Source: an optimization exercise on an open RTL-to-GDS flow (aim: small area, a short achievable clock period and few clock cycles per item). Production flows keep margins and buffers that such runs may drop. The RTL was checked by simulation tests, not by an equivalence proof against the original design.

## the reference run
==> flow/design.v (excerpt) <==
module doppler_row (
  input  wire        clk,
  input  wire        rst,
  input  wire        in_valid,
  output wire        in_ready,
  input  wire [7:0]  in_data,
  output reg         out_valid,
  input  wire        out_ready,
  output reg  [15:0] out_db,
  output reg         out_last
);
  localparam signed [15:0] DB_FLOOR  = -16'sd12800;   
  localparam signed [15:0] DB_OFFSET = -16'sd3960;    
  localparam [15:0]        DB_SCALE  = 16'd49321;     
  integer i;
  reg         byte_hi;
  reg  [7:0]  hi_byte;
  reg  [5:0]  n_in;
  reg         stg_full;
  wire        copy_now;
  reg         in_rdy, take_hi, take_lo;
  assign in_ready = in_rdy;
  wire        hi_t = in_valid && take_hi;      
  wire        lo_t = in_valid && take_lo;      
  wire [5:0]  n_in_p1   = n_in + 6'd1;
  wire        stg_f0    = stg_full && !copy_now;
  wire        rdy_none  = !stg_f0 || (n_in == 6'd0) || (n_in == 6'd1 && !byte_hi);
  wire        rdy_hi    = !stg_f0 || (n_in == 6'd0);
  wire        rdy_lo    = !stg_f0 || (n_in == 6'd63) || (n_in == 6'd0);
  wire        byte_hi_n = byte_hi ? !lo_t : hi_t;
  wire        in_rdy_n  = lo_t ? rdy_lo : hi_t ? rdy_hi : rdy_none;
  reg         s_vld;
  reg  signed [16:0] s_r;
  reg  [23:0] w_bd;      
  reg  [5:0]  n_r;
  reg  [14:0] win_c;
  always @(posedge clk) begin
    if (rst) begin
      byte_hi  <= 1'b0;
      n_in     <= 6'd0;
      stg_full <= 1'b0;
      s_vld    <= 1'b0;
      in_rdy   <= 1'b1;
      take_hi  <= 1'b1;
      take_lo  <= 1'b0;
    end else begin
      byte_hi  <= byte_hi_n;
      s_vld    <= lo_t;
      if (lo_t) n_in <= n_in_p1;
      stg_full <= stg_f0 || (lo_t && n_in == 6'd63);
      in_rdy   <= in_rdy_n;
  ...
For scale: about 19000 cells after synthesis, ~4300 flip-flops, roughly 31 I/O pins, about 0.22 sq mm of cells after synthesis.
export LEC_CHECK = 0
export CAP_MARGIN = 20
export CORE_MARGIN = 2
export CORE_UTILIZATION = 60
export SLEW_MARGIN = 20
create_clock -name core_clock -period 12.0 [get_ports {clk}]
run.sh (not shown) runs the stock make flow with config.mk's settings and CLKGATE_MAP_FILE= SYNTH_SCRIPT=/design/flow/synth_recipe.tcl, a recipe that flattens the netlist after the stock synthesis.
The reference run reached the final stage; the timing, design-rule and antenna checks on its layout passed.
Testbench counts of the reference run, summed over its fixed seeds: cycles 13,656, windows 96.
Edits applied to the flow inputs when going from the reference run to the trial run:
- CTS_BUF_LIST: unset -> sky130_fd_sc_hd__clkbuf_8
--- outcome ---
- Per the final summary, the trial run finished and its layout is clean on timing, DRC and antenna.
- Re transition time at the pin with the least slew margin: the reference run was lower than the trial run.
- Summary of the trial run over the reference run: wire length climbed 0.57%; cell count shows an increase of 473; count of pins over their slew limit held steady; number of antenna violations at the first check in global routing picked up an extra 1; cell area after layout was more or less identical.
- Against the reference run, the trial run reports a layout overhead on the synthesized area that is lower.
- On via count, the reference run beats the trial run.
- Taking the reference run as the reference point, the post-route met1 wirelength of the trial run rises by about 0.55%.


Setup of run 1:
doppler_row, a different RTL version from the one above (not shown whole).
For scale: ~19000 cells after synthesis, roughly 4400 flip-flops, roughly 31 I/O pins, about 220000 µm² of cells after synthesis.
make LEC_CHECK=0 CAP_MARGIN=20 CORE_MARGIN=2 CORE_UTILIZATION=60 CTS_CLUSTER_DIAMETER=70 CTS_CLUSTER_SIZE=20 SLEW_MARGIN=20 finish   # period 12.0 ns
Run 1: no failed stages, no open violations at the end
Testbench counts of run 1, summed over its fixed seeds: cycles 13,664, windows 96.
Relative to run 1, the following input files were edited for run 2:
--- a/flow/config.mk
+++ b/flow/config.mk
@@ -10,4 +10,2 @@
 export CORE_UTILIZATION = 60
-export CTS_CLUSTER_DIAMETER = 70
-export CTS_CLUSTER_SIZE = 20
 export SLEW_MARGIN = 20
Findings:
- Run 2 completed every stage of the flow, and the final layout passed the timing, design-rule and antenna checks.
- Between run 1 and run 2, area added between synthesis and finish increased.
- Compared with run 1, in run 2 cell area increased about 2.5%; arrival time of the worst setup path essentially unchanged; share of the cycle needed by the critical path after routing essentially unchanged; global-route wire length before repair increased 0.97%.
- Run 2 against run 1: count of port buffers added during placement held steady; wire length grew by about 0.8%; global-route usage grew by 0.25 points.
Edits applied to the flow inputs when going from run 2 to run 3:
--- a/flow/config.mk
+++ b/flow/config.mk
@@ -9,3 +9,3 @@
 export CORE_MARGIN = 2
-export CORE_UTILIZATION = 60
+export CORE_UTILIZATION = 66
 export SLEW_MARGIN = 20
Findings:
- Delta (run 3 minus run 2): global routing met2 resource utilization picked up an extra 4.0 points; design area lost 1300 µm².
- | maximum number of pins on one net before global-route repair | run 3 vs run 2 | 3 lower |

## what the ideal ports hide
How much do the figures lean on ideal ports? The routed layouts below were timed once more, with nothing changed but the port constraints. Step 1: set_driving_cell puts a clkbuf_16 on clk and a buf_2 on each other input, an assumption about the parent block. Step 2, shift: input delay + t, output delay - t, t = (earliest + latest rising clock arrival at the registers) / 2. This alone moves slack from input paths to output paths. Three values: ideal ports, drivers, drivers and shift; two values: the first two.
run	shift t [ns]	slack for setup (ns)	worst setup path at the end
the reference run	1.091	7.356 / 7.356 / 6.936	input to register
the trial run	1.323	7.380 / 7.358 / 6.994	input to register
run 1	1.016	7.495 / 7.495 / 7.133	input to register
run 2	1.075	7.506 / 7.506 / 7.126	input to register
run 3	1.052	7.442 / 7.442 / 7.080	input to register
After both steps every run listed still meets setup and hold. For the reference run, which loses most, drivers alone change the setup slack by 0.000 ns; drivers and shift together by -0.420 ns.
